Source: an optimization exercise on an open RTL-to-GDS flow (aim: small area and a short achievable clock period). Production flows keep margins and buffers that such runs may drop. Where RTL was checked, it was by simulation tests only, not by an equivalence proof against the original. The RTL of run 1 was laid out without a check of its function. The clock cells of runs 4 to 6 come from the design's own scripts or RTL, not from TritonCTS. The flow treats the clock pin as an ideal source. Dropping or thinning the clock tree relies on that and would not hold on a real chip. Power figures rest on the tool's default switching activity, not on a simulated workload.

==> design.v <==
module pte_crc8_rom (
    input  wire [7:0] idx,
    output wire [7:0] val
);
  assign val[0] = idx[0] ^ idx[6] ^ idx[7];
  assign val[1] = idx[0] ^ idx[1] ^ idx[6];
  assign val[2] = idx[0] ^ idx[1] ^ idx[2] ^ idx[6];
  assign val[3] = idx[1] ^ idx[2] ^ idx[3] ^ idx[7];
  assign val[4] = idx[2] ^ idx[3] ^ idx[4];
  assign val[5] = idx[3] ^ idx[4] ^ idx[5];
  assign val[6] = idx[4] ^ idx[5] ^ idx[6];
  assign val[7] = idx[5] ^ idx[6] ^ idx[7];
endmodule
module pte_rx (
    input  wire        clk,
    input  wire        rst,             
    input  wire        in_valid,
    input  wire [7:0]  in_byte,
    output reg         res_valid,
    output wire [7:0]  res_code,        
    output wire [15:0] res_data_len,    
    output wire [7:0]  res_opt_len,     
    output wire [2:0]  res_addr_ctl,    
    output wire        res_ext_hdr_valid,
    output wire [7:0]  res_ext_hdr,
    output wire [47:0] res_orig,        
    output wire        res_dest_valid,
    output wire [31:0] res_dest,        
    output wire [1:0]  res_kind,        
    output wire [31:0] res_data,        
    output wire [7:0]  res_subtel,      
    output wire [15:0] res_rssi_dbm     
);
  localparam [7:0] SYNC      = 8'h55;
  localparam [7:0] PT_RADIO  = 8'h0A;
  reg         rv;             
  reg  [7:0]  rb;             
  always @(posedge clk) begin
    rv <= in_valid && !rst;
    rb <= in_byte;
  end
  localparam [2:0] A_WAIT = 3'd0;    
  localparam [2:0] A_LH   = 3'd1;    
  localparam [2:0] A_LL   = 3'd2;    
  localparam [2:0] A_OL   = 3'd3;    
  localparam [2:0] A_PT   = 3'd4;    
  localparam [2:0] A_HC   = 3'd5;    
  localparam [2:0] A_BODY = 3'd6;    
  reg  [2:0]  ast;
  reg  [15:0] data_len;
  reg  [7:0]  opt_len;
  reg  [15:0] pos;            
  reg         in_opt;         
  reg  [7:0]  crc;            
  reg         hdr_bad;
  reg         pkt_bad;
  localparam [3:0] P_HDR  = 4'd0;
  localparam [3:0] P_EXTH = 4'd1;
  localparam [3:0] P_EXTK = 4'd2;
  localparam [3:0] P_ORIG = 4'd3;
  localparam [3:0] P_DEST = 4'd4;
  localparam [3:0] P_DATA = 4'd5;
  localparam [3:0] P_DCRC = 4'd6;
  localparam [3:0] P_SUB  = 4'd7;
  localparam [3:0] P_SIG  = 4'd8;
  localparam [3:0] P_DONE = 4'd9;    
  localparam [3:0] P_E23  = 4'd10;   
  reg  [3:0]  pst;
  reg  [2:0]  fcnt;           
  reg  [2:0]  addr_ctl;
  reg         ext_flag;
  reg  [3:0]  kind_sel;
  reg         dest_valid;
  reg  [7:0]  ext_hdr;
  reg  [47:0] orig;
  reg  [31:0] dest;
  reg  [31:0] data;
  reg  [7:0]  subtel;
  reg  [7:0]  rssi_lo;        
  reg         rssi_neg;       
  reg  [7:0]  dcrc;           
  reg  [4:0]  code;           
  wire [7:0]  crc_next;
  wire [7:0]  dcrc_next;
  pte_crc8_rom u_crc  (.idx(crc  ^ rb), .val(crc_next));
  pte_crc8_rom u_dcrc (.idx(dcrc ^ rb), .val(dcrc_next));
  function automatic [15:0] inc16(input [15:0] x);
    integer i;
    begin
      for (i = 0; i < 16; i = i + 1)
        inc16[i] = x[i] ^ (&(x | ~((16'd1 << i) - 16'd1)));
    end
  endfunction
  function automatic [7:0] neg8(input [7:0] x);
    integer i;
    begin
      for (i = 0; i < 8; i = i + 1)
        neg8[i] = x[i] ^ (|(x & ((8'd1 << i) - 8'd1)));
    end
  endfunction
  function automatic cout8(input [7:0] a, input [7:0] b);
    integer i;
    reg c;
    begin
      c = 1'b0;
      for (i = 0; i < 8; i = i + 1)
        c = (a[i] & b[i]) | ((a[i] | b[i]) & c);
      cout8 = c;
    end
  endfunction
  wire [7:0]  csa_x = {data_len[7:3] ^ opt_len[7:3], ~(data_len[2:0] ^ opt_len[2:0])};
  wire [7:0]  csa_y = {data_len[7:3] & opt_len[7:3],  (data_len[2:0] | opt_len[2:0])};
  wire        lo_c  = cout8(csa_x, {csa_y[6:0], 1'b0});
  wire        hi_ff = &data_len[15:8];
  wire        hi_fe = (data_len[15:8] == 8'hFE);
  wire        oversize = (hi_ff && (csa_y[7] || lo_c)) || (hi_fe && csa_y[7] && lo_c);
  wire        pay_done  = (pos == data_len);
  wire        opt_zero  = (opt_len == 8'd0);
  wire        opt_done  = (pos[7:0] == opt_len);
  wire        at_trail  = in_opt ? opt_done : (pay_done && opt_zero);
  wire        in_body   = rv && (ast == A_BODY);
  wire        last_byte = in_body && at_trail;
  wire        s_byte    = in_body && !at_trail;
  wire        discard   = (ast == A_WAIT) || ((ast == A_PT) && oversize);
  wire [2:0]  orig_last = (addr_ctl == 3'b000) ? 3'd2 :
                          (addr_ctl == 3'b011) ? 3'd5 : 3'd3;
  wire [2:0]  data_last = (kind_sel == 4'd2) ? 3'd3 : 3'd0;
  wire        kind_bad  = (kind_sel > 4'd2);
  wire        dl_short  = (data_len[15:3] == 13'd0) && (data_len[2:0] != 3'd7);
  reg  [7:0]  code_next;
  always @(*) begin
    if (hdr_bad)                               code_next = 8'h12;
    else if (pkt_bad)                          code_next = 8'h13;
    else if (dl_short)                         code_next = 8'h20;
    else if (addr_ctl[2])                      code_next = 8'h21;
    else if ((pst == P_DONE) && kind_bad)      code_next = 8'h22;
    else if (pst == P_E23)                     code_next = 8'h23;
    else if (pst != P_DONE)                    code_next = 8'h25;
    else if (crc != rb)                        code_next = 8'h24;
    else                                       code_next = 8'h00;
  end
  assign res_code = {2'b00, code[4:3], 1'b0, code[2:0]};
  always @(posedge clk) begin
    if (rst)
      ast <= A_WAIT;
    else if (rv) begin
      case (ast)
        A_WAIT: if (rb == SYNC) ast <= A_LH;
        A_LH:   ast <= A_LL;
        A_LL:   ast <= A_OL;
        A_OL:   ast <= A_PT;
        A_PT: begin
          if (!oversize)
            ast <= A_HC;
          else if (rb == SYNC)             
            ast <= A_LH;                   
          else
            ast <= A_WAIT;
        end
        A_HC:   ast <= A_BODY;
        A_BODY: if (at_trail) ast <= A_WAIT;
        default: ast <= A_WAIT;
      endcase
    end
  end
  always @(posedge clk) begin
    if (discard)
      crc <= 8'd0;
    else if (rv)
      crc <= crc_next;
  end
  always @(posedge clk) begin
    if (rv) begin
      if (ast == A_LH) data_len[15:8] <= rb;
      if (ast == A_LL) data_len[7:0]  <= rb;
      if (ast == A_OL) opt_len        <= rb;
      if (ast == A_PT) pkt_bad        <= (rb != PT_RADIO);
      if (ast == A_HC) hdr_bad        <= (crc != rb);
      if (last_byte)   code           <= {code_next[5:4], code_next[2:0]};
    end
  end
  always @(posedge clk) begin
    if (rv && ast == A_HC) begin
      pos    <= 16'd0;
      in_opt <= 1'b0;
    end else if (s_byte) begin
      if (!in_opt && pay_done) begin
        pos    <= 16'd1;
        in_opt <= 1'b1;
      end else
        pos    <= inc16(pos);
    end
  end
  always @(posedge clk) begin
    if (rst) res_valid <= 1'b0;
    else     res_valid <= last_byte;
  end
  always @(posedge clk) begin
    if (rv && ast == A_HC) begin
      pst  <= P_HDR;
    end else if (s_byte) begin
      case (pst)
        P_HDR: begin
          addr_ctl     <= rb[7:5];
          ext_flag     <= rb[4];
          kind_sel     <= rb[3:0];
          dest_valid   <= (rb[7:5] == 3'b010);
          orig[23:0]   <= 24'd0;    
          data[23:0]   <= 24'd0;
          dcrc         <= 8'd0;
          fcnt         <= 3'd0;
          if (rb[4])
            pst <= P_EXTH;
          else if (rb[3:0] == 4'hF)
            pst <= P_EXTK;
          else
            pst <= P_ORIG;
        end
        P_EXTH: begin
          ext_hdr <= rb;
          pst     <= (kind_sel == 4'hF) ? P_EXTK : P_ORIG;
        end
        P_EXTK: pst <= P_ORIG;
        P_ORIG: begin
          orig <= {orig[39:0], rb};
          if (fcnt == orig_last) begin
            fcnt <= 3'd0;
            pst  <= dest_valid ? P_DEST : kind_bad ? P_DONE : P_DATA;
          end else
            fcnt <= fcnt + 3'd1;
        end
        P_DEST: begin
          dest <= {dest[23:0], rb};
          if (fcnt == 3'd3) begin
            fcnt <= 3'd0;
            pst  <= kind_bad ? P_DONE : P_DATA;
          end else
            fcnt <= fcnt + 3'd1;
        end
        P_DATA: begin
          data <= {data[23:0], rb};
          dcrc <= dcrc_next;
          if (fcnt == data_last)
            pst <= P_DCRC;
          else
            fcnt <= fcnt + 3'd1;
        end
        P_DCRC: pst <= (dcrc != rb) ? P_E23 : P_SUB;
        P_SUB: begin
          subtel <= rb;
          pst    <= P_SIG;
        end
        P_SIG: begin
          rssi_lo  <= neg8(rb);
          rssi_neg <= (rb != 8'd0);
          pst      <= P_DONE;
        end
        default: ;
      endcase
    end
  end
  assign res_data_len      = data_len;
  assign res_opt_len       = opt_len;
  assign res_addr_ctl      = addr_ctl;
  assign res_ext_hdr_valid = ext_flag;
  assign res_ext_hdr       = ext_hdr;
  assign res_orig          = orig;
  assign res_dest_valid    = dest_valid;
  assign res_dest          = dest;
  assign res_kind          = kind_sel[1:0];
  assign res_data          = data;
  assign res_subtel        = subtel;
  assign res_rssi_dbm      = {{8{rssi_neg}}, rssi_lo};
endmodule
==> run.sh <==
#!/bin/bash
# synth_recipe.tcl (not shown) runs the flow's synth.tcl, then flattens the netlist and writes it again
# the make line also repeats each setting of config.mk as NAME=value (left out here)
make -C /OpenROAD-flow-scripts/flow DESIGN_CONFIG=/design/flow/config.mk WORK_HOME=/design/flow/orfs CLKGATE_MAP_FILE= SYNTH_SCRIPT=/design/flow/synth_recipe.tcl finish
==> config.mk <==
export PLATFORM = sky130hd
export DESIGN_NAME = pte_rx
export DESIGN_NICKNAME = pte_rx
export VERILOG_FILES = /design/flow/design.v
export SDC_FILE = /design/flow/constraint.sdc
export NUM_CORES = 4
export LEC_CHECK = 0
export CAP_MARGIN = 20
export CORE_MARGIN = 2
export CORE_UTILIZATION = 40
export SLEW_MARGIN = 20
==> constraint.sdc <==
create_clock -name core_clock -period 5.0 [get_ports {clk}]
set_input_delay 1.0000 -clock core_clock [delete_from_list [all_inputs] [get_ports {clk}]]
set_output_delay 1.0000 -clock core_clock [all_outputs]
set_load 0.01 [all_outputs]
==> results of run 1 <==
## power by group
group | internal [mW] | switching [mW] | leakage [nW]
clock | 1.23 | 0.750 | 0.442
sequential | 2.06 | 0.0227 | 1.92
combinational | 0.0436 | 0.0430 | 2.05
## metal layers
layer / GRT usage, % / vias to the layer above
met4: 4.75 / 0
met3: 2.30 / 30
li1: - / 3024
met5: 0 / -
met2: 29.4 / 168
met1: 24.7 / 3034
## path summary, 6_finish.rpt
check | start | end | cells past startpoint
setup / recovery | rv$_DFF_P_ | kind_sel[2]$_DFFE_PP_ | 6
hold / removal | orig[27]$_DFFE_PP_ | orig[35]$_DFFE_PP_ | 0
setup reg to reg | rv$_DFF_P_ | kind_sel[2]$_DFFE_PP_ | 6
hold reg to reg | orig[27]$_DFFE_PP_ | orig[35]$_DFFE_PP_ | 0
## cells in the mapped netlist, drive strengths merged, types with 5 or more instances
| master | number |
|---|---|
| nor4 | 20 |
| or2 | 7 |
| buf | 19 |
| nand2 | 24 |
| xor2 | 33 |
| nand3b | 6 |
| nand3 | 16 |
| o21ai | 21 |
| and2 | 44 |
| and3 | 9 |
| ha | 26 |
| inv | 25 |
| nor2 | 48 |
| xnor2 | 46 |
| nor3 | 14 |
| nand4 | 8 |
| a31oi | 5 |
| nor3b | 6 |
| a21oi | 19 |
| dfxtp | 42 |
| mux2i | 6 |
| edfxtp | 188 |
| or3 | 14 |
| nand2b | 8 |
| clkbuf | 25 |
| nor2b | 9 |
## sequential cells by signal (all words and copies together), names as in the netlist, 4 cells and up
signal	cells
orig	48
data	32
dest	32
data_len	16
pos	16
crc	8
dcrc	8
ext_hdr	8
opt_len	8
rb	8
rssi_lo	8
subtel	8
code	5
kind_sel	4
pst	4
## final cells by class
class                           count  area share [%]
Sequential cell                   230            50.2
Multi-Input combinational cell    432            23.3
Timing Repair Buffer              205            15.6
Clock buffer                       34            5.67
Tap cell                          324            3.14
Clock inverter                     14            1.33
Inverter                           25           0.727
## cells by family (layout without fill, tap and decap cells)
family	Yosys count	count (layout)	synth area share [%]
AND/OR/NAND/NOR	240	240	13.6
flip-flops	230	230	66.4
XOR/XNOR	79	79	7.08
AO/OA/AOI/OAI	76	76	5.16
buffers and inverters	69	278	3.59
adder cells (fa/ha/maj)	26	26	3.33
multiplexers	8	8	0.845
other	1	3	0.0384
## layout by cell type, fill, tap and decap left out, types with 3 or more instances in the layout
master	count
xor2_1	33
nor3_1	10
nor3b_1	6
edfxtp_1	188
ha_1	26
clkinv_2	4
nor4_1	16
nand2_1	23
nor4_2	3
nand2b_1	8
nor2b_1	9
conb_1	3
clkbuf_16	27
a31oi_1	5
nand3_1	15
nand4_1	8
mux2i_1	6
clkinv_1	4
clkbuf_8	3
a21oi_1	19
inv_1	25
clkdlybuf4s50_1	191
o21ai_0	20
dfxtp_1	42
buf_4	13
or3_1	14
or2_2	6
nor2_1	48
a211oi_1	4
clkbuf_1	4
nor3_2	4
bufinv_16	4
and2_1	44
and3_1	9
nand3b_1	6
xnor2_1	46
## metrics by stage
step           hold slack, ps  area (sq um)  total power [mW]  worst slack [ps]  std cells
2_1_floorplan             455          9790              2.17               474        731
3_3_place_gp              429         12000              2.21              2010       1215
3_5_place_dp              433         12000              2.21              1890       1215
4_1_cts                   444         12900              4.20              1870       1263
5_1_grt                   453         12900              4.28              1720       1264
6_report                  444         12900              4.15              1970       1264
## worst register-to-register path, delay by kind of cell, from the launching register on
kind | cells | cell delay, ps
AOI/OAI and AO/OA | 2 | 470
and+or+nand+nor | 3 | 1280
DFF | 1 | 680
buffers and inverters | 1 | 230
==> summary.txt, run 1 <==
Status
  • Status: finished clean

Critical path
  • CP cell instances: nor2b_1 -> nand3_1 -> a31oi_1 -> o21ai_2 -> buf_4 -> nor4_2
  • Crit path DAT: 3160 ps
  • Buf/Inv on CP: 1
  • Startpoint class of the critical path: flip-flop
  • Reg-to-reg slack, setup: 1970 ps
  • WS Path Type: reg -> reg
  • CP max stage delay: 820 ps
  • CP Capture Type: flip-flop
  • Slowest CP cell: nor4_2
  • CP required: 5140 ps
  • Crit path max fanout: 17
  • Crit path max-delay family: simple AND/OR/NAND/NOR gates

Floorplanning
  • Core area: 24200 sq um
  • I/O Pins: 195
  • Die W: 160 microns
  • Row count: 57
  • Die Area: 25700 sq um
  • Die H: 160 microns
  • Initial core utilization: 40.4%

Synthesis
  • #FFs+latches synth: 230
  • Number of synthesized flops with an enable pin: 188
  • Seq/Total Area, Yosys: 66.4%
  • Cell taking the most area after synthesis: edfxtp_1
  • Synth Flop Type: edfxtp_1
  • Syn avg cell area: between 10 and 15 sq um
  • Netlist cell types: 61
  • Synth warnings: 1
  • Post-synth ARST share: 0%
  • Mapped Cells: ~730
  • Synth Cell Area: between 9000 and 10000 sq um
  • Top cells by area, synth: edfxtp_1 (58%), dfxtp_1 (8.6%), xnor2_1 (4.1%)
  • Share of the synthesized area in the top cell type: 57.8%

Route
  • Uppermost layer routed: met4
  • DRT antenna net count: 0
  • Met2 wire len: roughly 11 mm
  • DRC violation count after routing: 0
  • WL final: 23.0 mm
  • DR vias/cell: 4.95
  • DRT met1 WL: 10.2 mm
  • Post-DR wirelength/cell: roughly 18 microns
  • DRT iter0 DRCs: 305
  • Met3 WL post-DR: 987 microns
  • DRT Pass-1 Iters: 5
  • Via count: 6256

Clock tree
  • CTS tree: yes
  • Num CTS Buffers: 26
  • CTS resizes: 0
  • H-Tree Depth: 1
  • Setup Buffers After CTS: 0
  • Clock transition at path regs: 60 ps
  • Cts hold-fix bufs: 0
  • CTS Sinks: 230
  • Clock Tree Buf Depth: 3
  • Worst skew pair latency: 520 ps
  • Clock Tree Root: clkbuf_16

Power
  • Leakage power: about 4.4 nW
  • Worst vdd ir: between 0.2 and 0.25 mV
  • Power Dens Cells: roughly 320 nW/um^2

Finish
  • Share of cells above drive strength 1: 8.09%
  • Fillers: 2077
  • Ant diodes: 0
  • Post-layout nets: about 960
  • Syn-to-layout area delta: 32.1%
  • Finished Core Util: 53.4%
  • Register area: 6490 sq um
  • Multi-input logic area: between 3000 and 4000 sq um

STA
  • Worst-Margin Slew: 1000 ps
  • Tmin final: 3030 ps
  • Clk_skew: 13.2 ps
  • RSZ-0062 raised after global routing: false
  • Hold Fails Final Rpt: 0
  • # setup viols final: 0
  • FMAX: 331 MHz
  • Final Max Slew Viols: 0
  • Slew margin rel.: 33.3%
  • Fin Setup TNS: 0 ps
  • Tcrit/Tclk final: 60.5%

GRT
  • All-Layer GR Usage: 17.7%
  • Global-route wire length before repair: roughly 35 mm
  • Vias in the first global route: 5948
  • Largest net degree at the start of global routing: 33
  • Initial antenna violation count: 0
  • Grt total ovfl: 0

Flow run
  • Max cap viols: 0

Hold path
  • Worst Hold Class: reg -> reg

Placed design
  • Dpl hpwl: 15.9 mm
  • Placer Congestion: approximately 0.79
  • IO Port Bufs: 191
==> run 2, diff against run 1 <==
--- a/design.v
+++ b/design.v
@@ -120,7 +120,6 @@
   wire        at_trail  = in_opt ? opt_done : (pay_done && opt_zero);
   wire        in_body   = rv && (ast == A_BODY);
   wire        last_byte = in_body && at_trail;
-  wire        s_byte    = in_body && !at_trail;
   wire        discard   = (ast == A_WAIT) || ((ast == A_PT) && oversize);
   wire [2:0]  orig_last = (addr_ctl == 3'b000) ? 3'd2 :
                           (addr_ctl == 3'b011) ? 3'd5 : 3'd3;
@@ -183,7 +182,7 @@
     if (rv && ast == A_HC) begin
       pos    <= 16'd0;
       in_opt <= 1'b0;
-    end else if (s_byte) begin
+    end else if (in_body) begin
       if (!in_opt && pay_done) begin
         pos    <= 16'd1;
         in_opt <= 1'b1;
@@ -198,7 +197,7 @@
   always @(posedge clk) begin
     if (rv && ast == A_HC) begin
       pst  <= P_HDR;
-    end else if (s_byte) begin
+    end else if (in_body) begin
       case (pst)
         P_HDR: begin
           addr_ctl     <= rb[7:5];
==> flow/run.sh (new file) <==
#!/bin/bash
# Layout: the standard flow (standard synthesis included), with the port
# buffers made of the smallest plain buffer instead of the delay buffer that
# buffer_ports picks by itself.
set -euo pipefail
bash standard.sh BUFFER_PORTS_ARGS="-buffer_cell sky130_fd_sc_hd__buf_1" finish > standard_flow.log 2>&1
==> standard.sh (new file) <==
#!/bin/bash
# synth_recipe.tcl (not shown) runs the flow's synth.tcl, then flattens the netlist and writes it again
# the make line also repeats each setting of config.mk as NAME=value (left out here)
make -C /OpenROAD-flow-scripts/flow DESIGN_CONFIG=/design/flow/config.mk WORK_HOME=/design/flow/orfs CLKGATE_MAP_FILE= SYNTH_SCRIPT=/design/flow/synth_recipe.tcl "${@:-finish}"
removed: run.sh
==> run 2 against run 1 <==
Compared with the run above: still clean on timing, DRC and antenna; die area fell by 2.3%; synthesized cell count shrank 4.1%; sequential share of layout area rose by 7.0 points; synthesized area shrank 2.4%; count of clock-buffer cells in the layout shrank 6; worst hold slack is essentially flat; critical endpoint is now data[17]$_SDFFCE_PN0P_; highest routed layer unchanged.
==> summary.txt, run 2 <==
Status
  • Status: finished clean (unchanged)

Critical path
  • CP Capture Type: flip-flop (unchanged)
  • Crit path to: data[17]$_SDFFCE_PN0P_ (was kind_sel[2]$_DFFE_PP_)
  • Reg-to-reg slack, setup: 1680 ps (was 1970 ps)
  • Worst-case reg-to-reg path depth: 4 (was 6)
  • Startpoint class of the critical path: flip-flop (unchanged)
  • WS Path Type: reg -> reg (unchanged)
  • CP required: 5130 ps (was 5140 ps)
  • Worst Setup SP: pst[2]$_SDFFE_PP0P_ (was rv$_DFF_P_)
  • Critical R2R Capture: data[17]$_SDFFCE_PN0P_ (was kind_sel[2]$_DFFE_PP_)
  • R2R Path Start: pst[2]$_SDFFE_PP0P_ (was rv$_DFF_P_)
  • Crit path DAT: 3450 ps (was 3160 ps)
  • Crit path max fanout: 32 (was 17)

Finish
  • Ant diodes: 0 (unchanged)
  • Number of flip-flops in the largest register: 48 (unchanged)
  • Top reg by flops: orig (unchanged)
  • Fillers: 2106 (was 2077)
  • Syn-to-layout area delta: 18.8% (was 32.1%)
  • Finished Core Util: 48.3% (was 53.4%)
  • Commonest non-fill, non-tap cell in the layout: buf_1 (was clkdlybuf4s50_1)
  • Post-layout nets: 926 (was 957)
  • Share of cells above drive strength 1: 7.28% (was 8.09%)
  • Top flop regs: orig x48, data x32, dest x32 (unchanged)
  • Most frequent cells in the layout: buf_1 (191), edfxtp_1 (188), nor2_1 (63), xnor2_1 (59) (was clkdlybuf4s50_1 (191), edfxtp_1 (188), nor2_1 (48), xnor2_1 (46), and2_1 (44))

STA
  • Tmin final: 3320 ps (was 3030 ps)
  • Final Max Slew Viols: 0 (unchanged)
  • Worst-Margin Slew: 981 ps (was 1000 ps)
  • Fin Setup TNS: 0 ps (unchanged)
  • Tcrit/Tclk final: 66.5% (was 60.5%)
  • RSZ-0062 raised after global routing: false (unchanged)
  • FMAX: 301 MHz (was 331 MHz)
  • Clk_skew: 10.7 ps (was 13.2 ps)
  • Slew margin rel.: 34.1% (was 33.3%)
  • Hold Fails Final Rpt: 0 (unchanged)
  • # setup viols final: 0 (unchanged)
  • Final WS setup: 1680 ps (was 1970 ps)

Synthesis
  • Mapped Cells: 699 (was 729)
  • Synth Cell Area: 9540 sq um (was 9770 sq um)
  • Synth Flop Type: edfxtp_1 (unchanged)
  • #FFs+latches synth: 230 (unchanged)
  • Most frequent cell after synthesis: edfxtp_1 (unchanged)
  • Seq/Total Area, Yosys: 68.0% (was 66.4%)
  • Share of the synthesized area in the top cell type: 59.2% (was 57.8%)
  • Synth warnings: 1 (unchanged)
  • Netlist cell types: 58 (was 61)
  • Cell taking the most area after synthesis: edfxtp_1 (unchanged)
  • Post-synth ARST share: 0% (unchanged)
  • Number of synthesized flops with an enable pin: 188 (unchanged)
  • Top cells by area, synth: edfxtp_1 (59%), dfxtp_1 (8.8%), xnor2_1 (5.4%) (was edfxtp_1 (58%), dfxtp_1 (8.6%), xnor2_1 (4.1%))
  • Syn avg cell area: 13.6 sq um (was 13.4 sq um)
  • Top cells by count, synth: edfxtp_1 (188), nor2_1 (65), xnor2_1 (59) (was edfxtp_1 (188), nor2_1 (48), xnor2_1 (46))

Flow run
  • Max cap viols: 0 (unchanged)

GRT
  • Initial antenna violation count: 0 (unchanged)
  • Vias in the first global route: 5453 (was 5948)
  • Largest net degree at the start of global routing: 33 (unchanged)
  • Grt total ovfl: 0 (unchanged)
  • Global-route wire length before repair: 30.9 mm (was 35.3 mm)
  • All-Layer GR Usage: 16.1% (was 17.7%)

Clock tree
  • CTS resizes: 0 (unchanged)
  • Setup Buffers After CTS: 0 (unchanged)
  • H-Tree Depth: 1 (unchanged)
  • Clock transition at path regs: 60 ps (about the same)
  • CTS tree: yes (unchanged)
  • Cts hold-fix bufs: 0 (unchanged)
  • CTS Sinks: 230 (unchanged)
  • Clock Tree Buf Depth: 3 (unchanged)
  • Worst skew pair latency: 510 ps (was 520 ps)
  • Num CTS Buffers: 24 (was 26)
  • Clock Tree Root: clkbuf_16 (unchanged)

Route
  • DRC violation count after routing: 0 (unchanged)
  • DRT antenna net count: 0 (unchanged)
  • Via count: 5938 (was 6256)
  • DRT Pass-1 Iters: 5 (unchanged)
  • DRT iter0 DRCs: 491 (was 305)
  • Post-DR wirelength/cell: 17.0 microns (was 18.2 microns)
  • WL final: 20.9 mm (was 23.0 mm)
  • DR vias/cell: 4.84 (was 4.95)

Floorplanning
  • Core area: 23500 sq um (was 24200 sq um)
  • Row count: 56 (was 57)
  • Initial core utilization: 40.6% (was 40.4%)
  • I/O Pins: 195 (unchanged)
  • Die Area: 25100 sq um (was 25700 sq um)
  • Die W: 158 microns (was 160 microns)
  • Die H: 158 microns (was 160 microns)

Placed design
  • IO Port Bufs: 191 (unchanged)
  • Dpl hpwl: 14.4 mm (was 15.9 mm)
  • Dpl ws: 1730 ps (was 1890 ps)
  • Placer Congestion: 0.922 (was 0.788)

Power
  • Final Power: 3.91 mW (was 4.15 mW)
  • Worst vdd ir: 0.207 mV (was 0.236 mV)
  • Leakage power: 3.81 nW (was 4.42 nW)
  • Power Dens Cells: 345 nW/um^2 (was 321 nW/um^2)

Hold path
  • Worst Hold Class: reg -> reg (unchanged)
[run 2: cell types whose count changed in the layout (fill, tap and decap cells not counted), moves of 6 or more]
cell,before,now
xnor2_1,46,59
a21oi_1,19,13
inv_1,25,14
buf_1,0,191
nand2_1,23,42
or3_1,14,1
o21ai_0,20,11
xor2_1,33,27
nor2_1,48,63
and3_1,9,2
clkdlybuf4s50_1,191,0
[run 2: how the worst min path moves through the flow]
| stage | from | endpoint | slack [ps] | depth (start not counted) |
|---|---|---|---|---|
| floorplan | in_opt$_SDFFE_PP0P_ | in_opt$_SDFFE_PP0P_ | 460 | 1 |
| global placement | dest[3]$_DFFE_PP_ | dest[11]$_DFFE_PP_ | 430 | 0 |
| detailed placement | orig[28]$_DFFE_PP_ | orig[36]$_DFFE_PP_ | 430 | 0 |
| CTS | orig[28]$_DFFE_PP_ | orig[36]$_DFFE_PP_ | 450 | 0 |
| global route | orig[28]$_DFFE_PP_ | orig[36]$_DFFE_PP_ | 450 | 0 |
| finish | orig[28]$_DFFE_PP_ | orig[36]$_DFFE_PP_ | 440 | 0 |
[run 2: layout make-up]
| type | instances | area [sq um] | area share [%] |
|---|---|---|---|
| clock inverters | 16 | 154 | 1.36 |
| multi-input cells | 416 | 2800 | 24.7 |
| inverters | 14 | 52.6 | 0.464 |
| repair buffers | 203 | 807 | 7.12 |
| flip-flops and latches | 230 | 6490 | 57.2 |
| well taps | 319 | 399 | 3.52 |
| clock buffers | 28 | 637 | 5.62 |
[run 2: logic make-up (layout without fill, tap and decap cells)]
logic type               after synthesis  after routing  share of synthesized area, %
AND/OR/NAND/NOR                      238            238                          12.8
flip-flops                           230            230                          68.0
XOR/XNOR                              87             87                          8.07
AO/OA/AOI/OAI                         59             59                          4.34
buffers and inverters                 55            261                          3.03
adder cells (fa/ha/maj)               26             26                          3.41
multiplexers                           3              3                         0.328
other                                  1              3                        0.0393
[run 2: power by group]
group / switching (mW) / internal (mW)
registers: 0.0126 / 2.06
clock network: 0.694 / 1.06
logic: 0.0522 / 0.0368
total: 0.758 / 3.16
[run 2: per-layer routing]
metal	vias to the layer above	GRT usage, %	share of wire (%)
met1	2841	23.0	45
li1	2866	-	-
met3	28	3.46	8.0
met2	203	25.1	46
met5	-	0	0
met4	0	3.90	1.5
[run 2: worst max-delay path, cell delays in order (launching register included)]
cell and delay [ps]:
dfxtp_1 730, nand2b_1 340, or2_2 510, nor2_1 610, or2_2 740
[run 2: through the flow]
stage	instance area [sq um]	hold WS (ps)	instances
floorplan	9550	463	701
global placement	10500	427	1182
detailed placement	10500	432	1182
CTS	11300	446	1226
global route	11300	451	1226
finish	11300	443	1226
==> run 3, diff against run 2 <==
--- a/config.mk
+++ b/config.mk
@@ -8,4 +8,5 @@
 export CAP_MARGIN = 20
 export CORE_MARGIN = 2
 export CORE_UTILIZATION = 40
+export SETUP_SLACK_MARGIN = 3.0
 export SLEW_MARGIN = 20
==> run 3 against run 2 <==
Compared with the run above: still clean; register-to-register slack better by 1300 ps; non-clock buffer count up 93; core utilization up 6.7 points; via count up 8.5%; worst setup slack better by 1200 ps; sequential share of layout area down 6.6 points; clock skew up 5.3 ps; combinational power up 17%; clock power up 5%; critical path type is now reg -> out.
==> summary.txt, run 3 <==
Floorplanning
  • Die H: 158 microns (unchanged)
  • Die W: 158 microns (unchanged)
  • Core area: 23500 sq um (unchanged)
  • I/O Pins: 195 (unchanged)
  • Die Area: 25100 sq um (unchanged)
  • Row count: 56 (unchanged)
  • Initial core utilization: 40.6% (unchanged)

Critical path
  • Startpoint class of the critical path: flip-flop (unchanged)
  • Buf/Inv on CP: 1 (was 0)
  • Slowest CP cell: edfxtp_1 (was or2_2)
  • CP cell instances: clkbuf_2 (was nand2b_1 -> or2_2 -> nor2_1 -> or2_2)
  • Worst-case reg-to-reg path depth: 6 (was 4)
  • CP Capture Type: primary output (was flip-flop)
  • Crit path to: res_rssi_dbm[11] (was data[17]$_SDFFCE_PN0P_)
  • Critical R2R Capture: pst[1]$_SDFFE_PP0P_ (was data[17]$_SDFFCE_PN0P_)
  • Crit path max fanout: 8 (was 32)
  • Worst Setup SP: rssi_neg$_DFFE_PP_ (was pst[2]$_SDFFE_PP0P_)
  • CP required: 4000 ps (was 5130 ps)
  • Crit path DAT: 1170 ps (was 3450 ps)
  • CP max stage delay: 490 ps (was 740 ps)
  • Crit path max-delay family: flip-flops (was simple AND/OR/NAND/NOR gates)
  • Reg-to-reg slack, setup: 2960 ps (was 1680 ps)
  • R2R Path Start: addr_ctl[1]$_DFFE_PP_ (was pst[2]$_SDFFE_PP0P_)
  • WS Path Type: reg -> out (was reg -> reg)
  • Stages on the worst setup path: 1 (was 4)

Status
  • Status: finished clean (unchanged)

STA
  • FMAX: 461 MHz (was 301 MHz)
  • Hold Fails Final Rpt: 0 (unchanged)
  • Tmin final: 2170 ps (was 3320 ps)
  • Final Max Slew Viols: 0 (unchanged)
  • Fin Setup TNS: 0 ps (unchanged)
  • Worst-Margin Slew: 766 ps (was 981 ps)
  • Clk_skew: 16.0 ps (was 10.7 ps)
  • # setup viols final: 0 (unchanged)
  • RSZ-0062 raised after global routing: true (was false)
  • Tcrit/Tclk final: 43.4% (was 66.5%)
  • Final WS setup: 2830 ps (was 1680 ps)
  • Slew margin rel.: 48.8% (was 34.1%)

Synthesis
  • Cell taking the most area after synthesis: edfxtp_1 (unchanged)
  • Netlist cell types: 58 (unchanged)
  • Syn avg cell area: 13.6 sq um (unchanged)
  • Share of the synthesized area in the top cell type: 59.2% (unchanged)
  • Number of synthesized flops with an enable pin: 188 (unchanged)
  • Synth Flop Type: edfxtp_1 (unchanged)
  • #FFs+latches synth: 230 (unchanged)
  • Most frequent cell after synthesis: edfxtp_1 (unchanged)
  • Top cells by count, synth: edfxtp_1 (188), nor2_1 (65), xnor2_1 (59) (unchanged)
  • Top cells by area, synth: edfxtp_1 (59%), dfxtp_1 (8.8%), xnor2_1 (5.4%) (unchanged)
  • Synth warnings: 1 (unchanged)
  • Synth Cell Area: 9540 sq um (unchanged)
  • Post-synth ARST share: 0% (unchanged)
  • Seq/Total Area, Yosys: 68.0% (unchanged)
  • Mapped Cells: 699 (unchanged)

Finish
  • Post-layout nets: 1029 (was 926)
  • Most frequent cells in the layout: edfxtp_1 (188), clkbuf_2 (145), buf_4 (96), nor2_1 (58), xnor2_1 (52) (was buf_1 (191), edfxtp_1 (188), nor2_1 (63), xnor2_1 (59))
  • Share of cells above drive strength 1: 40.2% (was 7.28%)
  • Final Cell Area: 12900 sq um (was 11300 sq um)
  • Syn-to-layout area delta: 35.2% (was 18.8%)
  • Top flop regs: orig x48, data x32, dest x32 (unchanged)
  • Top reg by flops: orig (unchanged)
  • Commonest non-fill, non-tap cell in the layout: edfxtp_1 (was buf_1)
  • Number of flip-flops in the largest register: 48 (unchanged)
  • Ant diodes: 0 (unchanged)

Route
  • DRT Pass-1 Iters: 5 (unchanged)
  • DRT antenna net count: 0 (unchanged)
  • Post-DR wirelength/cell: 17.7 microns (was 17.0 microns)
  • Via count: 6443 (was 5938)
  • WL final: 23.5 mm (was 20.9 mm)
  • DRT iter0 DRCs: 496 (was 491)
  • DR vias/cell: 4.85 (was 4.84)
  • DRC violation count after routing: 0 (unchanged)

Clock tree
  • Clock transition at path regs: 60 ps (about the same)
  • Worst skew pair latency: 510 ps (about the same)
  • CTS tree: yes (unchanged)
  • Cts hold-fix bufs: 0 (unchanged)
  • Clock Tree Root: clkbuf_16 (unchanged)
  • Clock Tree Buf Depth: 3 (unchanged)
  • H-Tree Depth: 1 (unchanged)
  • Num CTS Buffers: 25 (was 24)
  • CTS Sinks: 230 (unchanged)

Power
  • Worst vdd ir: 0.187 mV (was 0.207 mV)
  • Leakage power: 4.97 nW (was 3.81 nW)
  • Power Dens Cells: 312 nW/um^2 (was 345 nW/um^2)

GRT
  • Global-route wire length before repair: 33.9 mm (was 30.9 mm)
  • Largest net degree at the start of global routing: 27 (was 33)
  • Initial antenna violation count: 0 (unchanged)
  • Vias in the first global route: 5928 (was 5453)
  • All-Layer GR Usage: 17.7% (was 16.1%)
  • Grt total ovfl: 0 (unchanged)

Placed design
  • Dpl ws: 1780 ps (was 1730 ps)
  • Placer Congestion: 0.873 (was 0.922)
  • Placed Area: 10500 sq um (about the same)
  • IO Port Bufs: 191 (unchanged)
  • Dpl hpwl: 14.3 mm (was 14.4 mm)

Hold path
  • Worst Hold Class: reg -> reg (unchanged)

Flow run
  • Max cap viols: 0 (unchanged)
[run 3: changes by cell type in the layout (fill, tap and decap cells not counted), moves of 8 or more]
cell	change
buf_1	-173
buf_2	+23
buf_4	+84
buf_6	+8
clkbuf_2	+145
dfxtp_1	-13
dfxtp_4	+10
[run 3: what timing repair did]
item / CTS / global route
setup endpoints to repair: 418 / 287
gates cloned: 5 / 4
setup buffers: 60 / 37
pin swaps: 15 / 30
resized for setup: 86 / 207
[run 3: kinds of logic (layout without fill, tap and decap cells)]
family | Yosys count | count (layout) | share of synthesized area [%]
DFF | 230 | 230 | 68.0
other | 1 | 3 | 0.0393
AOI/OAI and AO/OA | 59 | 59 | 4.34
buffers and inverters | 55 | 355 | 3.03
and+or+nand+nor | 238 | 247 | 12.8
adders and majority gates | 26 | 26 | 3.41
xor gates and xnor gates | 87 | 87 | 8.07
muxes | 3 | 3 | 0.328
[run 3: final cells by class]
cell class / count / area, sq um
Fill cell: 1946 / 10600
Sequential cell: 230 / 6530
Multi-Input combinational cell: 425 / 3270
Timing Repair Buffer: 296 / 1820
Clock buffer: 35 / 673
Tap cell: 319 / 399
Clock inverter: 10 / 151
Inverter: 14 / 55.1
[run 3: where the power goes]
part | leakage, nW | internal [mW] | switching, mW | total, mW
Sequential | 2.07 | 2.05 | 0.0116 | 2.06
Combinational | 2.50 | 0.0443 | 0.0600 | 0.104
Clock | 0.400 | 1.14 | 0.708 | 1.85
[run 3: worst min-delay path by stage]
stage                                   start             endpoint  slack, ps  cells past startpoint
after floorplan           in_opt$_SDFFE_PP0P_  in_opt$_SDFFE_PP0P_        460                      1
after global placement      dest[1]$_DFFE_PP_    dest[9]$_DFFE_PP_        430                      0
after detailed placement    dest[1]$_DFFE_PP_    dest[9]$_DFFE_PP_        430                      0
after CTS                   dest[1]$_DFFE_PP_    dest[9]$_DFFE_PP_        440                      0
after global routing        dest[1]$_DFFE_PP_    dest[9]$_DFFE_PP_        450                      0
final                       dest[1]$_DFFE_PP_    dest[9]$_DFFE_PP_        440                      0
[run 3: per-layer routing]
| metal | global-route usage (%) | vias up | wire (microns) |
|---|---|---|---|
| met1 | 24.9 | 3092 | 10300 |
| met2 | 28.8 | 232 | 11200 |
| met4 | 4.55 | 0 | 497 |
| li1 | - | 3083 | - |
| met3 | 2.89 | 36 | 1540 |
| met5 | 0 | - | 0 |
[run 3: per-stage QoR]
step,hold slack (ps),cells,utilization [%],power [mW]
5_1_grt,453,1329,54.9,4.15
2_1_floorplan,463,701,-,2.17
3_3_place_gp,429,1178,44.9,2.20
3_5_place_dp,431,1178,44.9,2.20
6_report,436,1329,54.9,4.02
4_1_cts,442,1288,51.6,4.05
[run 3: worst reg2reg max path, cell delays in order (launching register included)]
cell      delay [ps]
edfxtp_1         430
or4b_1           550
o22a_1           210
o221ai_4         260
o2111a_4         310
o21a_1           130
o21ai_1           50
==> run 4, diff against run 3 <==
==> flow/run.sh (replaced) <==
#!/bin/bash
# Layout: the standard flow (standard synthesis included), with
# - port buffers of the smallest plain buffer instead of the delay buffer
#   that buffer_ports picks by itself;
# - a hand-built two-level clock tree (flow/cts_hook.tcl) in place of
#   TritonCTS's three-level one.
set -euo pipefail
bash standard.sh BUFFER_PORTS_ARGS="-buffer_cell sky130_fd_sc_hd__buf_1" \
  PRE_CTS_TCL="$PWD/flow/cts_hook.tcl" finish > standard_flow.log 2>&1
==> flow/cts_hook.tcl (new file) <==
# PRE_CTS hook: build the clock tree by hand (see mycts.tcl) with two buffer
# levels instead of TritonCTS's three, then skip TritonCTS.
source [file join [file dirname [info script]] mycts.tcl]
set nsinks [llength [[[ord::get_db_block] findNet clk] getITerms]]
set nleaf [expr {max(4, ($nsinks + 19) / 20)}]
my_cts $nleaf 4 sky130_fd_sc_hd__clkbuf_16 sky130_fd_sc_hd__clkbuf_16
rename clock_tree_synthesis {}
proc clock_tree_synthesis { args } { puts "clock tree already built by cts_hook.tcl" }
set_propagated_clock [all_clocks]
==> flow/mycts.tcl (new file) <==
# Two-level (or one-level) clock tree built by hand: the clock port drives
# NROOT buffers (or NLEAF leaf buffers directly when NROOT is 0); each leaf
# buffer drives one cluster of flip-flop clock pins, clustered by k-means on
# their placed locations.
proc my_cts { nleaf nroot leafcell rootcell } {
  set db [ord::get_db]
  set block [ord::get_db_block]
  set clknet [$block findNet clk]
  set sinks {}
  foreach it [$clknet getITerms] {
    lappend sinks $it
  }
  set n [llength $sinks]
  # sink locations
  set xs {}; set ys {}
  foreach it $sinks {
    set b [[$it getInst] getBBox]
    lappend xs [expr {([$b xMin] + [$b xMax]) / 2.0}]
    lappend ys [expr {([$b yMin] + [$b yMax]) / 2.0}]
  }
  # k-means, seeded along a sorted order
  set order [lsort -indices -real $xs]
  set cx {}; set cy {}
  for {set k 0} {$k < $nleaf} {incr k} {
    set i [lindex $order [expr {int(($k + 0.5) * $n / $nleaf)}]]
    lappend cx [lindex $xs $i]; lappend cy [lindex $ys $i]
  }
  for {set iter 0} {$iter < 50} {incr iter} {
    set asg {}
    for {set i 0} {$i < $n} {incr i} {
      set best 0; set bd 1e30
      for {set k 0} {$k < $nleaf} {incr k} {
        set d [expr {abs([lindex $xs $i] - [lindex $cx $k]) + abs([lindex $ys $i] - [lindex $cy $k])}]
        if {$d < $bd} { set bd $d; set best $k }
      }
      lappend asg $best
    }
    # balance: cap cluster size
    set sx [lrepeat $nleaf 0.0]; set sy [lrepeat $nleaf 0.0]; set sc [lrepeat $nleaf 0]
    for {set i 0} {$i < $n} {incr i} {
      set k [lindex $asg $i]
      lset sx $k [expr {[lindex $sx $k] + [lindex $xs $i]}]
      lset sy $k [expr {[lindex $sy $k] + [lindex $ys $i]}]
      lset sc $k [expr {[lindex $sc $k] + 1}]
    }
    for {set k 0} {$k < $nleaf} {incr k} {
      if {[lindex $sc $k] > 0} {
        lset cx $k [expr {[lindex $sx $k] / [lindex $sc $k]}]
        lset cy $k [expr {[lindex $sy $k] / [lindex $sc $k]}]
      }
    }
  }
  set lm [$db findMaster $leafcell]
  set rm [$db findMaster $rootcell]
  # root buffers
  set drv_nets {}
  if {$nroot > 0} {
    set mx 0.0; set my 0.0
    foreach x $cx y $cy { set mx [expr {$mx + $x}]; set my [expr {$my + $y}] }
    set mx [expr {$mx / $nleaf}]; set my [expr {$my / $nleaf}]
    for {set r 0} {$r < $nroot} {incr r} {
      set inst [odb::dbInst_create $block $rm "clkroot_$r"]
      set net [odb::dbNet_create $block "clknet_root_$r"]
      $net setSigType CLOCK
      [$inst findITerm A] connect $clknet
      [$inst findITerm X] connect $net
      $inst setLocation [expr {int($mx)}] [expr {int($my)}]
      $inst setPlacementStatus PLACED
      lappend drv_nets $net
    }
  } else {
    lappend drv_nets $clknet
  }
  for {set k 0} {$k < $nleaf} {incr k} {
    set inst [odb::dbInst_create $block $lm "clkleaf_$k"]
    set net [odb::dbNet_create $block "clknet_leaf_$k"]
    $net setSigType CLOCK
    [$inst findITerm A] connect [lindex $drv_nets [expr {$k % [llength $drv_nets]}]]
    [$inst findITerm X] connect $net
    $inst setLocation [expr {int([lindex $cx $k])}] [expr {int([lindex $cy $k])}]
    $inst setPlacementStatus PLACED
    for {set i 0} {$i < $n} {incr i} {
      if {[lindex $asg $i] == $k} {
        set it [lindex $sinks $i]
        $it disconnect
        $it connect $net
      }
    }
  }
  $clknet setSigType CLOCK
}
--- a/config.mk
+++ b/config.mk
@@ -7,6 +7,6 @@
 export LEC_CHECK = 0
 export CAP_MARGIN = 20
 export CORE_MARGIN = 2
-export CORE_UTILIZATION = 40
+export CORE_UTILIZATION = 60
 export SETUP_SLACK_MARGIN = 3.0
 export SLEW_MARGIN = 20
==> run 4 against run 3 <==
Compared with the run above: first-iteration DRC count shrank 40%; die area decreased by 33%; cell area decreased by 9.2%; worst hold slack got worse by 5.9 ps; sequential cell count did not move; via count decreased by 2.1%; core utilization is 20 points higher; global-route usage increased by 6.4 points; still clean on timing, DRC and antenna; sequential power barely moved; clock power is 38% lower.
==> summary.txt, run 4 <==
Status
  • Status: finished clean (unchanged)

Placed design
  • Placer Congestion: 0.890 (was 0.873)
  • IO Port Bufs: 191 (unchanged)
  • Dpl ws: 1800 ps (was 1780 ps)
  • Dpl hpwl: 14.1 mm (was 14.3 mm)
  • Placed Area: 10400 sq um (was 10500 sq um)
  • Placed Cells: 1076 (was 1178)

Synthesis
  • #FFs+latches synth: 230 (unchanged)
  • Seq/Total Area, Yosys: 68.0% (unchanged)
  • Most frequent cell after synthesis: edfxtp_1 (unchanged)
  • Cell taking the most area after synthesis: edfxtp_1 (unchanged)
  • Synth Flop Type: edfxtp_1 (unchanged)
  • Simple-gate share of the synthesized area: 12.8% (unchanged)
  • Largest family of logic cells by synthesized area: simple AND/OR/NAND/NOR gates (unchanged)
  • Synth Cell Area: 9540 sq um (unchanged)
  • Mapped Cells: 699 (unchanged)
  • Number of synthesized flops with an enable pin: 188 (unchanged)
  • Top cells by area, synth: edfxtp_1 (59%), dfxtp_1 (8.8%), xnor2_1 (5.4%) (unchanged)
  • Netlist cell types: 58 (unchanged)
  • Post-synthesis mux area share: 0.328% (unchanged)
  • Top cells by count, synth: edfxtp_1 (188), nor2_1 (65), xnor2_1 (59) (unchanged)
  • Post-synthesis xor/xnor area fraction: 8.07% (unchanged)
  • Adder-Cell Fraction of Synth Area: 3.41% (unchanged)
  • Share of the synthesized area in the top cell type: 59.2% (unchanged)
  • Post-synth ARST share: 0% (unchanged)
  • Synth Area in Compound Gates: 4.34% (unchanged)
  • Synth warnings: 1 (unchanged)
  • Syn avg cell area: 13.6 sq um (unchanged)

GRT
  • Grt total ovfl: 0 (unchanged)
  • Largest net degree at the start of global routing: 30 (was 27)
  • Initial antenna violation count: 0 (unchanged)
  • Global-route wire length before repair: 31.6 mm (was 33.9 mm)
  • Vias in the first global route: 5834 (was 5928)
  • All-Layer GR Usage: 24.1% (was 17.7%)

Hold path
  • Worst Hold Path Cells: 0 (unchanged)
  • Worst Hold Class: reg -> reg (unchanged)
  • HP Start: data[21]$_SDFFCE_PN0P_ (was dest[1]$_DFFE_PP_)
  • WHS Endpoint: data[29]$_DFFE_PP_ (was dest[9]$_DFFE_PP_)

Critical path
  • Crit path max fanout: 3 (was 8)
  • Crit path DAT: 1000 ps (was 1170 ps)
  • Startpoint class of the critical path: flip-flop (unchanged)
  • Critical R2R Capture: pst[1]$_SDFFE_PP0P_ (unchanged)
  • Worst-case reg-to-reg path depth: 6 (unchanged)
  • WS Path Type: reg -> out (unchanged)
  • Reg-to-reg slack, setup: 3010 ps (was 2960 ps)
  • CP required: 4000 ps (about the same)
  • CP Capture Type: primary output (unchanged)
  • R2R Path Start: addr_ctl[0]$_DFFE_PP_ (was addr_ctl[1]$_DFFE_PP_)

Finish
  • Commonest non-fill, non-tap cell in the layout: buf_1 (was edfxtp_1)
  • Top flop regs: orig x48, data x32, dest x32 (unchanged)
  • Post-layout nets: 961 (was 1029)
  • Top reg by flops: orig (unchanged)
  • Ant diodes: 0 (unchanged)
  • Share of cells above drive strength 1: 16.4% (was 40.2%)
  • Finished Core Util: 74.5% (was 54.9%)
  • Register area: 6510 sq um (was 6530 sq um)
  • Most frequent cells in the layout: buf_1 (189), edfxtp_1 (188), nor2_1 (58), xnor2_1 (50), and2_1 (41) (was edfxtp_1 (188), clkbuf_2 (145), buf_4 (96), nor2_1 (58), xnor2_1 (52))
  • Number of flip-flops in the largest register: 48 (unchanged)
  • Cell Count, Final, Fillers Out: 1138 (was 1329)
  • Fillers: 1078 (was 1946)
  • Final Cell Area: 11700 sq um (was 12900 sq um)
  • Multi-input logic area: 3260 sq um (was 3270 sq um)
  • Syn-to-layout area delta: 22.7% (was 35.2%)

Floorplanning
  • Die Area: 16900 sq um (was 25100 sq um)
  • Core area: 15700 sq um (was 23500 sq um)
  • Die H: 130 microns (was 158 microns)
  • Row count: 46 (was 56)
  • I/O Pins: 195 (unchanged)
  • Initial core utilization: 60.7% (was 40.6%)
  • Die W: 130 microns (was 158 microns)

Route
  • DR vias/cell: 5.54 (was 4.85)
  • WL final: 22.1 mm (was 23.5 mm)
  • Post-DR wirelength/cell: 19.4 microns (was 17.7 microns)
  • DRT iter0 DRCs: 297 (was 496)
  • DRT antenna net count: 0 (unchanged)
  • DRC violation count after routing: 0 (unchanged)
  • Via count: 6308 (was 6443)
  • DRT Pass-1 Iters: 4 (was 5)

STA
  • RSZ-0062 raised after global routing: true (unchanged)
  • Worst-Margin Slew: 735 ps (was 766 ps)
  • Fin Setup TNS: 0 ps (unchanged)
  • Tcrit/Tclk final: 40.1% (was 43.4%)
  • Final Max Slew Viols: 0 (unchanged)
  • FMAX: 499 MHz (was 461 MHz)
  • Hold Fails Final Rpt: 0 (unchanged)
  • Final WS setup: 3000 ps (was 2830 ps)
  • Slew margin rel.: 50.8% (was 48.8%)
  • Fin Hold WS: 430 ps (was 436 ps)
  • # setup viols final: 0 (unchanged)
  • Tmin final: 2000 ps (was 2170 ps)
  • Clk_skew: 34.4 ps (was 16.0 ps)

Clock tree
  • Clock transition at path regs: 100 ps (was 60 ps)
  • Worst skew pair latency: 320 ps (was 510 ps)
  • Cts hold-fix bufs: 0 (unchanged)

Power
  • Power Dens Cells: 283 nW/um^2 (was 312 nW/um^2)
  • Final Power: 3.32 mW (was 4.02 mW)
  • Leakage power: 3.98 nW (was 4.97 nW)
  • Worst vdd ir: 0.220 mV (was 0.187 mV)

Flow run
  • Max cap viols: 0 (unchanged)
run 4: cell counts after synthesis:
Identical to the previous run, type by type.
run 4: final cells by class:
cell class / count / share of cell area (%)
buffer: 16 / 3.42
inverter: 14 / 0.481
multi-input combinational: 422 / 27.8
sequential: 230 / 55.6
tap: 216 / 2.31
timing repair buffer: 240 / 10.3
run 4: power by group:
part	total (mW)	internal [mW]	switching [mW]	leakage, nW
clock	1.15	0.573	0.573	0.197
sequential	2.06	2.05	0.0120	2.07
combinational	0.108	0.0477	0.0604	1.72
run 4: critical path: stages (launching register included):
cell      delay (ps)
edfxtp_1         420
buf_4            160
buf_1            120
run 4: how the worst max path moves through the flow:
stage / startpoint / to / slack (ps) / cells after the start
2_1_floorplan: ast[0]$_SDFFE_PP0P_ / orig[0]$_SDFFCE_PN0P_ / 2510 / 4
4_1_cts: addr_ctl[0]$_DFFE_PP_ / res_addr_ctl[0] / 2970 / 2
3_3_place_gp: pst[2]$_SDFFE_PP0P_ / data[14]$_SDFFCE_PN0P_ / 1880 / 4
6_report: data_len[6]$_DFFE_PP_ / res_data_len[6] / 3000 / 2
3_5_place_dp: pst[2]$_SDFFE_PP0P_ / data[7]$_SDFFCE_PN0P_ / 1800 / 4
5_1_grt: addr_ctl[0]$_DFFE_PP_ / pst[1]$_SDFFE_PP0P_ / 2950 / 6
run 4: cells by family (layout without fill, tap and decap cells):
family          count (synthesis)  count (layout)
simple gates                  238             244
flops                         230             230
xor+xnor                       87              87
compound gates                 59              59
buf+inv                        55             270
fa+ha+maj                      26              26
mux                             3               3
other cells                     1               3
run 4: timing repair:
action	CTS	global route
endpoints found under the hold margin	0	0
pin swaps	16	26
resized for setup	55	54
cloned	4	4
endpoints found under the setup margin	249	104
setup buffers	17	21
run 4: layer usage:
layer,up-vias,GRT usage (%),part of all wire [%]
met2,214,41.2,50
met4,0,4.30,1.9
met1,3147,33.6,42
met3,31,3.53,6.1
li1,2916,-,-
met5,-,0,0
==> run 5, diff against run 4 <==
--- a/config.mk
+++ b/config.mk
@@ -8,5 +8,5 @@
 export CAP_MARGIN = 20
 export CORE_MARGIN = 2
 export CORE_UTILIZATION = 60
-export SETUP_SLACK_MARGIN = 3.0
+export SETUP_SLACK_MARGIN = 3.3
 export SLEW_MARGIN = 20
==> run 5 against run 4 <==
Compared with the run above: core utilization is 10 points higher; worst setup slack worse by 77 ps; power is 0.36% higher; largest power group unchanged; maximum frequency is 3.7% lower; cell area is 14% higher; combinational power is 6% higher; synthesized cell count stayed put.
==> summary.txt, run 5 <==
STA
  • FMAX: 481 MHz (was 499 MHz)
  • Final WS setup: 2920 ps (was 3000 ps)
  • Clk_skew: 42.8 ps (was 34.4 ps)
  • Tcrit/Tclk final: 41.6% (was 40.1%)
  • Hold Fails Final Rpt: 0 (unchanged)
  • Worst-Margin Slew: 829 ps (was 735 ps)
  • # setup viols final: 0 (unchanged)
  • Slew margin rel.: 44.5% (was 50.8%)
  • Tmin final: 2080 ps (was 2000 ps)
  • Final Max Slew Viols: 0 (unchanged)
  • RSZ-0062 raised after global routing: true (unchanged)
  • Fin Setup TNS: 0 ps (unchanged)

Critical path
  • Crit path max fanout: 4 (was 3)
  • CP Capture Type: primary output (unchanged)
  • Slowest CP cell: edfxtp_1 (unchanged)
  • Startpoint class of the critical path: flip-flop (unchanged)
  • CP required: 4000 ps (about the same)
  • Crit path DAT: 1080 ps (was 1000 ps)
  • Crit path max-delay family: flip-flops (unchanged)
  • CP cell instances: clkbuf_2 (was buf_4 -> buf_1)
  • CP max stage delay: 550 ps (was 420 ps)
  • Buf/Inv on CP: 1 (was 2)
  • WS Path Type: reg -> out (unchanged)

Floorplanning
  • Row count: 46 (unchanged)
  • Die Area: 16900 sq um (unchanged)
  • I/O Pins: 195 (unchanged)
  • Core area: 15700 sq um (unchanged)
  • Die W: 130 microns (unchanged)
  • Die H: 130 microns (unchanged)
  • Initial core utilization: 60.7% (unchanged)

Flow run
  • Max cap viols: 0 (unchanged)

Finish
  • Final Cell Area: 13300 sq um (was 11700 sq um)
  • Number of flip-flops in the largest register: 48 (unchanged)
  • Commonest non-fill, non-tap cell in the layout: edfxtp_1 (was buf_1)
  • Top reg by flops: orig (unchanged)
  • Share of cells above drive strength 1: 45.6% (was 16.4%)
  • Top flop regs: orig x48, data x32, dest x32 (unchanged)
  • Syn-to-layout area delta: 39.4% (was 22.7%)
  • Post-layout nets: 1076 (was 961)
  • Most frequent cells in the layout: edfxtp_1 (188), clkbuf_2 (143), buf_4 (129), nor2_1 (58), xnor2_1 (44) (was buf_1 (189), edfxtp_1 (188), nor2_1 (58), xnor2_1 (50), and2_1 (41))
  • Ant diodes: 0 (unchanged)
  • Cell Count, Final, Fillers Out: 1253 (was 1138)

Status
  • Status: finished clean (unchanged)

Synthesis
  • Post-synth ARST share: 0% (unchanged)
  • Netlist cell types: 58 (unchanged)
  • Top cells by area, synth: edfxtp_1 (59%), dfxtp_1 (8.8%), xnor2_1 (5.4%) (unchanged)
  • Syn avg cell area: 13.6 sq um (unchanged)
  • Cell taking the most area after synthesis: edfxtp_1 (unchanged)
  • Number of synthesized flops with an enable pin: 188 (unchanged)
  • Synth Flop Type: edfxtp_1 (unchanged)
  • Top cells by count, synth: edfxtp_1 (188), nor2_1 (65), xnor2_1 (59) (unchanged)
  • Synth Cell Area: 9540 sq um (unchanged)
  • #FFs+latches synth: 230 (unchanged)
  • Seq/Total Area, Yosys: 68.0% (unchanged)
  • Synth warnings: 1 (unchanged)
  • Mapped Cells: 699 (unchanged)
  • Most frequent cell after synthesis: edfxtp_1 (unchanged)
  • Share of the synthesized area in the top cell type: 59.2% (unchanged)

Power
  • Final Power: 3.33 mW (was 3.32 mW)
  • Power Dens Cells: 250 nW/um^2 (was 283 nW/um^2)
  • Leakage power: 5.21 nW (was 3.98 nW)
  • Worst vdd ir: 0.237 mV (was 0.220 mV)

Placed design
  • Placed Area: 10500 sq um (was 10400 sq um)
  • IO Port Bufs: 191 (unchanged)
  • Placer Congestion: 0.862 (was 0.890)
  • Dpl hpwl: 14.1 mm (about the same)
  • Placed Cells: 1074 (was 1076)
  • Dpl ws: 1710 ps (was 1800 ps)

Route
  • DRT iter0 DRCs: 554 (was 297)
  • Via count: 7137 (was 6308)
  • WL final: 27.2 mm (was 22.1 mm)
  • Post-DR wirelength/cell: 21.7 microns (was 19.4 microns)
  • DRT Pass-1 Iters: 6 (was 4)
  • DRT antenna net count: 0 (unchanged)
  • DRC violation count after routing: 0 (unchanged)
  • DR vias/cell: 5.70 (was 5.54)

GRT
  • Grt total ovfl: 0 (unchanged)
  • Initial antenna violation count: 0 (unchanged)
  • Global-route wire length before repair: 34.9 mm (was 31.6 mm)
  • All-Layer GR Usage: 27.0% (was 24.1%)
  • Vias in the first global route: 6311 (was 5834)
  • Largest net degree at the start of global routing: 36 (was 30)

Clock tree
  • Clock transition at path regs: 90 ps (was 100 ps)
  • Worst skew pair latency: 330 ps (was 320 ps)

Hold path
  • Worst Hold Class: reg -> reg (unchanged)
==> run 5: worst paths after layout <==
path,cells after the start,endpoint,from,slack (ps)
worst min-delay path,0,data[30]$_DFFE_PP_,data[22]$_SDFFCE_PN0P_,450
worst min register to register,0,data[30]$_DFFE_PP_,data[22]$_SDFFCE_PN0P_,450
worst max register to register,7,code[1]$_SDFFCE_PP1P_,data_len[5]$_DFFE_PP_,2930
worst max-delay path,1,res_data_len[3],data_len[3]$_DFFE_PP_,2920
==> run 5: where the power goes <==
group          switching (mW)  total, mW  internal, mW
logic                  0.0641      0.114        0.0503
clock network           0.579       1.15         0.573
registers              0.0128       2.06          2.05
total                   0.656       3.33          2.67
==> run 5: cells by family after synthesis <==
group / share of synthesized area [%]
and+or+nand+nor: 12.8
adders and majority gates: 3.41
muxes: 0.328
AOI/OAI and AO/OA: 4.34
xor gates and xnor gates: 8.07
other: 0.0393
buffers and inverters: 3.03
DFF: 68.0
==> run 5: worst reg2reg max path: cells and delay by family (launching register included) <==
family	cells	cell delay [ps]
AOI/OAI and AO/OA	2	410
buffers and inverters	2	220
DFF	1	490
and+or+nand+nor	3	700
==> run 5: final cells by class <==
cell class	count	area, sq um
buffer	16	400
tap	216	270
sequential	230	6530
fill	769	2420
inverter	14	58.8
multi-input combinational	424	3630
timing repair buffer	353	2400
==> run 5: repair_timing <==
item	4_1_cts	5_1_grt
hold buffers	0	0
setup buffers	95	59
endpoints found under the setup margin	451	383
gates cloned	8	1
resized for setup	133	229
pin swaps	33	34
==> run 5: metrics by stage <==
stage | hold slack [ps] | utilization (%)
2_1_floorplan | 463 | -
3_3_place_gp | 428 | 66.8
3_5_place_dp | 433 | 66.8
4_1_cts | 438 | 78.1
5_1_grt | 454 | 84.6
6_report | 447 | 84.6
==> run 5: metal layers <==
layer	vias up	track usage [%]	share of wire [%]
met3	88	5.58	7.9
li1	3155	-	-
met5	-	0	0
met4	0	6.39	4.1
met1	3510	34.9	37
met2	384	47.2	51
==> run 6, diff against run 5 <==
--- a/config.mk
+++ b/config.mk
@@ -8,5 +8,5 @@
 export CAP_MARGIN = 20
 export CORE_MARGIN = 2
 export CORE_UTILIZATION = 60
-export SETUP_SLACK_MARGIN = 3.3
+export SETUP_SLACK_MARGIN = 3.15
 export SLEW_MARGIN = 20
==> run 6 against run 5 <==
Compared with the run above: worst hold slack gained 3.1 ps; global-route usage decreased by 1.6 points; core utilization shrank 4.7 points; combinational power decreased by 7%; final cell count shrank 4.2%; synthesized cell count unchanged; sequential share of layout area is 2.8 points higher; critical endpoint is now pos[8]$_SDFFE_PP0P_; highest routed layer unchanged; clock power about the same; sequential power barely moved; largest power group unchanged; routed wire length decreased by 10%; first-iteration DRC count is 1.4% lower; sequential cell count stayed put.
==> summary.txt, run 6 <==
Status
  • Status: finished clean (unchanged)

Finish
  • Final Cell Area: 12600 sq um (was 13300 sq um)
  • Finished Core Util: 79.9% (was 84.6%)
  • Ant diodes: 0 (unchanged)
  • Cell Count, Final, Fillers Out: 1201 (was 1253)
  • Register area: 6530 sq um (about the same)
  • Number of flip-flops in the largest register: 48 (unchanged)
  • Post-layout nets: 1024 (was 1076)
  • Fillers: 908 (was 769)
  • Most frequent cells in the layout: edfxtp_1 (188), clkbuf_2 (120), buf_4 (95), buf_1 (58), xnor2_1 (52) (was edfxtp_1 (188), clkbuf_2 (143), buf_4 (129), nor2_1 (58), xnor2_1 (44))
  • Top reg by flops: orig (unchanged)
  • Commonest non-fill, non-tap cell in the layout: edfxtp_1 (unchanged)
  • Share of cells above drive strength 1: 38.4% (was 45.6%)
  • Syn-to-layout area delta: 31.7% (was 39.4%)
  • Multi-input logic area: 3440 sq um (was 3630 sq um)

STA
  • FMAX: 469 MHz (was 481 MHz)
  • Worst-Margin Slew: 785 ps (was 829 ps)
  • Clk_skew: 67.0 ps (was 42.8 ps)
  • RSZ-0062 raised after global routing: true (unchanged)
  • Fin Setup TNS: 0 ps (unchanged)
  • Slew margin rel.: 47.5% (was 44.5%)
  • Tcrit/Tclk final: 42.6% (was 41.6%)
  • # setup viols final: 0 (unchanged)

Floorplanning
  • Die H: 130 microns (unchanged)
  • Core area: 15700 sq um (unchanged)
  • Die Area: 16900 sq um (unchanged)
  • Row count: 46 (unchanged)

Route
  • DRC violation count after routing: 0 (unchanged)
  • DRT antenna net count: 0 (unchanged)
  • Via count: 6725 (was 7137)
  • DR vias/cell: 5.60 (was 5.70)
  • Post-DR wirelength/cell: 20.3 microns (was 21.7 microns)
  • DRT Pass-1 Iters: 5 (was 6)

Synthesis
  • Post-synth ARST share: 0% (unchanged)
  • Synth Flop Type: edfxtp_1 (unchanged)
  • Share of the synthesized area in the top cell type: 59.2% (unchanged)
  • Number of synthesized flops with an enable pin: 188 (unchanged)
  • Top cells by area, synth: edfxtp_1 (59%), dfxtp_1 (8.8%), xnor2_1 (5.4%) (unchanged)
  • Synth Cell Area: 9540 sq um (unchanged)
  • Synth warnings: 1 (unchanged)
  • Mapped Cells: 699 (unchanged)
  • Syn avg cell area: 13.6 sq um (unchanged)
  • Seq/Total Area, Yosys: 68.0% (unchanged)
  • Top cells by count, synth: edfxtp_1 (188), nor2_1 (65), xnor2_1 (59) (unchanged)
  • #FFs+latches synth: 230 (unchanged)
  • Netlist cell types: 58 (unchanged)
  • Cell taking the most area after synthesis: edfxtp_1 (unchanged)

Power
  • Power Dens Cells: 264 nW/um^2 (was 250 nW/um^2)
  • Worst vdd ir: 0.228 mV (was 0.237 mV)
  • Flop pwr share: 62.2% (was 62.0%)
  • Clock Power Share: 34.6% (about the same)

GRT
  • Largest net degree at the start of global routing: 33 (was 36)
  • Vias in the first global route: 6144 (was 6311)
  • Global-route wire length before repair: 33.1 mm (was 34.9 mm)
  • Grt total ovfl: 0 (unchanged)

Placed design
  • Dpl hpwl: 14.1 mm (about the same)
  • IO Port Bufs: 191 (unchanged)
  • Dpl ws: 1780 ps (was 1710 ps)
  • Placer Congestion: 0.875 (was 0.862)

Critical path
  • Crit path DAT: 2290 ps (was 1080 ps)
  • Worst-case reg-to-reg path depth: 9 (was 7)
  • CP required: 5160 ps (was 4000 ps)
  • Critical R2R Capture: pos[8]$_SDFFE_PP0P_ (was code[1]$_SDFFCE_PP1P_)
  • Startpoint class of the critical path: flip-flop (unchanged)
  • Worst Setup SP: data_len[6]$_DFFE_PP_ (was data_len[3]$_DFFE_PP_)
  • CP Capture Type: flip-flop (was primary output)

Hold path
  • HP Start: dest[12]$_DFFE_PP_ (was data[22]$_SDFFCE_PN0P_)
  • Worst Hold Path Cells: 0 (unchanged)

Clock tree
  • Worst skew pair latency: 340 ps (was 330 ps)
  • Cts hold-fix bufs: 0 (unchanged)

Flow run
  • Max cap viols: 0 (unchanged)
==> run 6: cell counts after synthesis <==
No cell type changed its count.
==> run 6: worst max-delay path: stages, from the launching register on <==
cell and delay [ps]:
edfxtp_1 450, buf_6 160, buf_6 110, xnor2_2 160, nand3_2 120, nor3_4 310, nand3_2 170, o21ai_4 260
buf_12 190, a21oi_2 50
==> run 6: cells by family after synthesis <==
logic type	after synthesis	synth area share (%)
xor+xnor	87	8.07
simple gates	238	12.8
flops	230	68.0
compound gates	59	4.34
buf+inv	55	3.03
mux	3	0.328
fa+ha+maj	26	3.41
other cells	1	0.0393
==> run 6: worst max path at each step <==
stage	endpoint	slack, ps
2_1_floorplan	orig[0]$_SDFFCE_PN0P_	2510
3_3_place_gp	data[5]$_SDFFCE_PN0P_	1880
3_5_place_dp	data[6]$_SDFFCE_PN0P_	1780
4_1_cts	res_rssi_dbm[14]	2950
5_1_grt	ast[0]$_SDFFE_PP0P_	2830
6_report	pos[8]$_SDFFE_PP0P_	2870
==> run 6: repair_timing <==
item | 4_1_cts | 5_1_grt
gates cloned | 6 | 4
gates resized for setup | 85 | 210
setup endpoints to repair | 378 | 299
buffers inserted | 62 | 38
pin swaps | 21 | 37
==> run 6: final cells by class <==
| cell class | instances | area share, % |
|---|---|---|
| inverter | 14 | 0.438 |
| multi-input combinational | 424 | 27.4 |
| tap | 216 | 2.15 |
| timing repair buffer | 301 | 14.8 |
| buffer | 16 | 3.19 |
| sequential | 230 | 52.0 |
==> run 6: layer usage <==
layer	global-route usage (%)	vias to the layer above	routed length [microns]
li1	-	3048	-
met1	34.0	3298	9150
met2	42.9	311	12400
met3	5.21	68	2050
met4	6.33	0	770
met5	0	-	0
==> run 6: stage by stage <==
step	hold slack, ps	power, mW
after global placement	428	2.20
after global routing	454	3.42
after detailed placement	430	2.20
final	450	3.32
after CTS	437	3.33
after floorplan	463	2.17
==> run 6: power groups by stage <==
stage / combinational (mW) / clock, mW / sequential, mW
2_1_floorplan: 0.0689 / 0 / 2.10
3_3_place_gp: 0.0858 / 0 / 2.11
3_5_place_dp: 0.0875 / 0 / 2.11
4_1_cts: 0.0907 / 1.17 / 2.07
5_1_grt: 0.114 / 1.24 / 2.07
6_report: 0.106 / 1.15 / 2.06

-- separate check: timing with driven ports --
In the flow no input, the clock included, has a driving cell. The finished layouts below were timed again as built, in two steps. Step 1, drivers: a clkbuf_16 drives clk and a buf_2 each remaining input, both assumed. Step 2, shift: input delay + t, output delay - t, t = (earliest + latest rising clock arrival at the registers) / 2. This alone moves slack from input paths to output paths. Slacks: no drivers / after step 1 / after step 2; pairs: no drivers / after step 1.
run	t, ns	setup slack, ns
run 1	0.562	1.975 / 1.975 / 1.975
run 2	0.546	1.677 / 1.677 / 1.677
run 3	0.549	2.830 / 2.783 / 2.961
run 4	0.374	2.996 / 2.924 / 3.010
run 5	0.382	2.919 / 2.847 / 2.928
run 6	0.383	2.870 / 2.853 / 2.870
After both steps setup and hold are still met in every run listed.
